From an optimization exercise on the open Yosys and OpenROAD flow, aimed at small area; shortcuts taken in it are not production practice. Function was checked by simulation only, so behaviour that the tests miss may differ from the original. The clock port is modelled as an ideal driver; clocking choices that lean on that would not hold on a real chip.

## run A
Design pp_core, start of the top module:
module pp_core (
    input  wire         clk,
    input  wire         rst,
    input  wire         cmd_valid,
    output wire         cmd_ready,
    input  wire [3:0]   cmd_code,
    input  wire [271:0] cmd_arg,
    output reg          rsp_valid,
    output reg  [1:0]   rsp_status,
    output wire [65:0]  rsp_data,
    output reg          tx_open_req,
    input  wire         tx_open_ack,
    input  wire         tx_open_ok,
    output reg          tx_wr_valid,
    output wire [31:0]  tx_wr_data,
    input  wire         tx_done,
    input  wire         tx_fail,
    output reg          tx_close,
    output wire [1:0]   phase,
    output wire [2:0]   err,
    output wire [1:0]   dstate
);
    localparam C_PARH   = 4'h1, C_PAR32 = 4'h2, C_ENCW  = 4'h3, C_TOBYTES = 4'h4,
               C_COUNT  = 4'h5, C_CMASK = 4'h6, C_PACKH = 4'h7, C_PACKB   = 4'h8,
               C_ENCPAT = 4'h9, C_LOAD  = 4'hA, C_START = 4'hB, C_LEN     = 4'hC,
               C_GET    = 4'hD, C_TICK  = 4'hE, C_STOP  = 4'hF;
    localparam PH_BUILD = 2'd0, PH_PLAY = 2'd1, PH_STOPPED = 2'd2, PH_HALT = 2'd3;
    localparam ST_OK = 2'd0, ST_REFUSED = 2'd1, ST_ERROR = 2'd2;
    localparam E_NONE = 3'd0, E_CONFIG = 3'd1, E_OPEN = 3'd2, E_WRITE = 3'd3, E_INDEX = 3'd4;
    reg  [511:0] cat;
    reg  [6:0]  cat_len;
    reg  [5:0]  cursor;
    reg  [1:0]  cnt_hi;               
    reg  [1:0]  cnt_lo;               
    reg  [1:0]  phase_r;
    reg  [2:0]  err_r;
    reg         stop_req;
    reg         wr_hdr;               
    reg         wr_body;              
    reg         open_wait;            
    reg  [31:0] rw;                   
    reg  [7:0]  rc;                   
    reg         f_low;                
    reg         f_ent;                
    reg         f_tick;               
    assign phase  = phase_r;
    assign err    = err_r;
    assign dstate = cnt_hi;
    wire busy = wr_hdr | wr_body;
    assign cmd_ready = !rst && !open_wait && (!busy || cmd_code == C_STOP);
  ...
clock: 12.0 ns
lec_check: 0
cap_margin: 20
core_margin: 2
core_utilization: 40
cts_buf_list: sky130_fd_sc_hd__clkbuf_8 sky130_fd_sc_hd__clkbuf_16
cts_cluster_diameter: 130
cts_cluster_size: 28
place_density: 0.6
slew_margin: 20
synth_hierarchical: 1
standard.sh (not shown) runs the stock make flow with config.mk's settings and CLKGATE_MAP_FILE= SYNTH_SCRIPT=/design/flow/synth_recipe.tcl, a recipe that flattens the netlist after the stock synthesis.
==> flow/flow/run.sh <==
#!/bin/bash
# The standard layout, with each port buffered by the smallest buffer
# (sky130_fd_sc_hd__buf_1) instead of the default clkdlybuf4s50_1.
set -euo pipefail
export BUFFER_PORTS_ARGS="-buffer_cell sky130_fd_sc_hd__buf_1"
bash standard.sh finish > flow_standard.log 2>&1
### run A -> run B
- a deleted CTS_BUF_LIST that had been sky130_fd_sc_hd__clkbuf_8 sky130_fd_sc_hd__clkbuf_16
- a change of CTS_CLUSTER_SIZE from 28 to 24
- a change of CTS_CLUSTER_DIAMETER from 130 to 80
diff --git a/flow/flow/run.sh b/flow/flow/run.sh
--- a/flow/flow/run.sh
+++ b/flow/flow/run.sh
@@ -3 +3,3 @@
-# (sky130_fd_sc_hd__buf_1) instead of the default clkdlybuf4s50_1.
+# (sky130_fd_sc_hd__buf_1) instead of the default clkdlybuf4s50_1, and with
+# OpenROAD's power recovery (downsizing of gates off the critical paths)
+# after global routing.
@@ -5,0 +8 @@
+export RECOVER_POWER=100
## What came out
The flow did not stop early for run A: all stages ran, and the layout cleared the timing, DRC and antenna checks. STATUS run=run B STAGES=ALL_DONE FINAL_CHECKS=FAILED CAUSE=max-capacitance violations, max-slew violations. Any difference in post-synthesis instance area between run A and run B is small enough to ignore. Sort run B and run A by critical path depth asc -> top: run B. In the reports for run B and run A, the smaller share of the final layout cell area in sequential cells belongs to run B.
Input-level comparison between run C and run B:
- changing CTS_CLUSTER_DIAMETER from 80 to 150
- changing CTS_CLUSTER_SIZE from 24 to 30
==> flow/flow/run.sh <==
#!/bin/bash
# The standard layout, with each port buffered by the smallest buffer
# (sky130_fd_sc_hd__buf_1) instead of the default clkdlybuf4s50_1, and clock
# tree synthesis without dummy balancing loads.
set -euo pipefail
export BUFFER_PORTS_ARGS="-buffer_cell sky130_fd_sc_hd__buf_1"
export CTS_ARGS="-sink_clustering_enable -repair_clock_nets -sink_clustering_size 30 -sink_clustering_max_diameter 150 -dont_use_dummy_load"
bash standard.sh finish > flow_standard.log 2>&1
Run C: full flow OK, the timing, DRC and antenna checks passed
Worst endpoint data arrival time: run C lower than run B
Taking run B as the reference, in run C count of buffers not belonging to the clock network in the layout level, routed length on met1 decreased by 180 um relative to the old numbers, final critical path time including I/O delays and setup decreased 0.78 ns.
When run C is set beside run B, its count of routing violations after the opening detailed-route iteration turns out to be about 5% larger.
Relative to run C, the following input files were edited for run D:
- CTS_CLUSTER_DIAMETER changed from 150 to 130
- CTS_CLUSTER_SIZE changed from 30 to 28
diff --git a/flow/flow/run.sh b/flow/flow/run.sh
--- a/flow/flow/run.sh
+++ b/flow/flow/run.sh
@@ -7 +7 @@
-export CTS_ARGS="-sink_clustering_enable -repair_clock_nets -sink_clustering_size 30 -sink_clustering_max_diameter 150 -dont_use_dummy_load"
+export CTS_ARGS="-sink_clustering_enable -repair_clock_nets -sink_clustering_size 28 -sink_clustering_max_diameter 130 -dont_use_dummy_load"
Notes after the runs:
Between run D and run C, final cycle utilization of the critical path is higher for run D, run C comes in under that.
The total met3 wirelength after detailed routing of run D is higher than that of run C.
When the final numbers for run D and run C were put side by side, the count of clock-buffer cells in the layout turned out to be smaller in run C.
Summary of run D over run C: sequential share of layout area barely changed, fraction of area in non-clock buffers comparable.

Another version of the RTL of pp_core (not shown whole).
export LEC_CHECK = 0
export CAP_MARGIN = 20
export CORE_MARGIN = 2
export CORE_UTILIZATION = 60
export CTS_CLUSTER_DIAMETER = 80
export CTS_CLUSTER_SIZE = 24
export PLACE_DENSITY = 0.72
export SLEW_MARGIN = 20
export SYNTH_HIERARCHICAL = 1
create_clock -name core_clock -period 12.0 [get_ports {clk}]
==> flow/flow/run.sh <==
#!/bin/bash
# The standard layout, with each port buffered by the smallest buffer
# (sky130_fd_sc_hd__buf_1) instead of the default clkdlybuf4s50_1.
set -euo pipefail
export BUFFER_PORTS_ARGS="-buffer_cell sky130_fd_sc_hd__buf_1"
bash standard.sh finish > flow_standard.log 2>&1
Then changed:
Settings changed: CORE_UTILIZATION 60 to 40, PLACE_DENSITY 0.72 to 0.6.
Result: Fmax grows by 1.1%; routed wire length grows by 3.2%; critical path depth stays the same; sequential share of layout area shrinks by 0.73 points; final area grows by 1.4%; non-clock buffer count grows by 5; cell count grows by 12%; global-route usage shrinks by 10 points; register-to-register slack improved by 0.47 ns; worst hold slack improved by 0.0097 ns.

pp_core with an RTL version that a note above also has.
Size in the first run: roughly 1700 cells after synthesis, roughly 590 flip-flops, ~400 I/O pins, about 28000 sq um of cells after synthesis.
export LEC_CHECK = 0
export CAP_MARGIN = 20
export CORE_MARGIN = 2
export CORE_UTILIZATION = 40
export CTS_CLUSTER_DIAMETER = 150
export CTS_CLUSTER_SIZE = 22
export PLACE_DENSITY = 0.6
export SLEW_MARGIN = 20
export SYNTH_HIERARCHICAL = 1
create_clock -name core_clock -period 12.0 [get_ports {clk}]
Scripts as last shown in full above: flow/flow/run.sh
Then changed:
CORE_UTILIZATION = 55   (was 40)
CTS_CLUSTER_DIAMETER = 130   (was 150)
CTS_CLUSTER_SIZE = 28   (was 22)
PLACE_DENSITY = 0.7   (was 0.6)
What happened: The changed run finished with timing, DRC and antenna clean. Cell count went down by roughly a tenth. Routed wire length falls by a little under a tenth. Utilization rises by 16 points. Maximum frequency rose by a few percent. Sequential cell count stays the same. Clock skew grows by 0.013 ns. Clock-buffer cell count falls by 23.
Then changed:
CORE_UTILIZATION = 40   (was 55)
CTS_CLUSTER_DIAMETER = 110   (was 130)
CTS_CLUSTER_SIZE = 26   (was 28)
PLACE_DENSITY = 0.6   (was 0.7)
=> Non-clock buffer count grows by 6.

pp_core, a different RTL version from the one above (not shown whole).
Size: ~590 flip-flops, roughly 29000 sq um of cells after synthesis.
==> flow/config.mk <==
export PLATFORM = sky130hd
export DESIGN_NAME = pp_core
export DESIGN_NICKNAME = pp_core
export VERILOG_FILES = /design/flow/design.v
export SDC_FILE = /design/flow/constraint.sdc
export NUM_CORES = 4
export LEC_CHECK = 0
export CAP_MARGIN = 20
export CORE_MARGIN = 2
export CORE_UTILIZATION = 40
export CTS_CLUSTER_DIAMETER = 100
export CTS_CLUSTER_SIZE = 30
export PLACE_DENSITY = 0.6
export SLEW_MARGIN = 20
export SYNTH_HIERARCHICAL = 1
==> flow/constraint.sdc <==
create_clock -name core_clock -period 12.0 [get_ports {clk}]
set_input_delay 2.4000 -clock core_clock [delete_from_list [all_inputs] [get_ports {clk}]]
set_output_delay 2.4000 -clock core_clock [all_outputs]
set_load 0.01 [all_outputs]
Scripts as last shown in full above: flow/flow/run.sh
Rerun with:
--- a/flow/config.mk
+++ b/flow/config.mk
@@ -11,2 +11,2 @@
-export CTS_CLUSTER_DIAMETER = 100
-export CTS_CLUSTER_SIZE = 30
+export CTS_CLUSTER_DIAMETER = 80
+export CTS_CLUSTER_SIZE = 24
The new run went through all stages and came out clean.
Routed wire length hardly moves.
Core utilization barely changes.
Area after synthesis does not change.
Synthesized cell count stays the same.
Clock-buffer cell count rose by 4.

## 07-24
Another version of the RTL of pp_core (not shown whole).
For scale: ~1,900 cells after synthesis, ~590 flip-flops, roughly 400 I/O pins.
clock: 12.0 ns
lec_check: 0
cap_margin: 20
core_margin: 2
core_utilization: 40
place_density: 0.6
slew_margin: 20
synth_hierarchical: 1
Scripts as last shown in full above: flow/flow/run.sh
> inputs changed (07-24 -> 05-25)
-- flow/config.mk --
<<< 07-24, line 10
export CORE_UTILIZATION = 40
export PLACE_DENSITY = 0.6
>>> 05-25, line 10
export CORE_UTILIZATION = 40
export CTS_BUF_LIST = sky130_fd_sc_hd__clkbuf_4
export PLACE_DENSITY = 0.6
## What came out
Between 07-24 and 05-25, the routed length on met2 is lower for 07-24. Comparing the two runs side by side, 05-25 comes out behind 07-24 on global-route wire length before repair. Changes observed in 05-25 relative to 07-24: shortest period the worst path allows went down; number of levels the H-tree was split into went up.

## static timing again, ports no longer ideal
The flow's constraints put no driver on any port. The routed layouts listed below were extracted and timed again, unchanged, in two steps. Step 1 assumes that a clkbuf_16 drives the clock port and a buf_2 every other input. Step 2 moves the port delays by t, midway between the first and last clock arrival at a register: inputs arrive t later, outputs are due t later. That takes back most of the time a late clock gives input paths. Slacks: ideal ports / drivers / drivers and shift; pairs: ideal ports / drivers.
run | shift t [ns] | setup WS [ns] | cell pins on the clock port's net
run A | 0.629 | 2.826 / 2.837 / 2.208 | 1
run B | 0.657 | 2.138 / 2.169 / 1.511 | 1
run C | 0.616 | 2.918 / 2.929 / 2.313 | 1
run D | 0.619 | 2.855 / 2.866 / 2.247 | 1
the first run of note 2 | 0.661 | 3.185 / 3.217 / 2.556 | 1
the second run of note 2 | 0.682 | 3.278 / 3.300 / 2.617 | 1
the first run of note 3 | 0.659 | 2.876 / 2.888 / 2.229 | 1
the second run of note 3 | 0.667 | 3.196 / 3.227 / 2.560 | 1
the third run of note 3 | 0.644 | 2.871 / 2.884 / 2.240 | 1
the first run of note 4 | 0.635 | 3.166 / 3.196 / 2.560 | 1
the second run of note 4 | 0.675 | 3.165 / 3.202 / 2.527 | 1
07-24 | 0.671 | 2.090 / 2.103 / 1.433 | 1
05-25 | 1.010 | 2.400 / 2.414 / 1.405 | 1
The setup slack of 05-25, which loses most, moves by +0.014 ns with the drivers and by -0.995 ns with both steps.
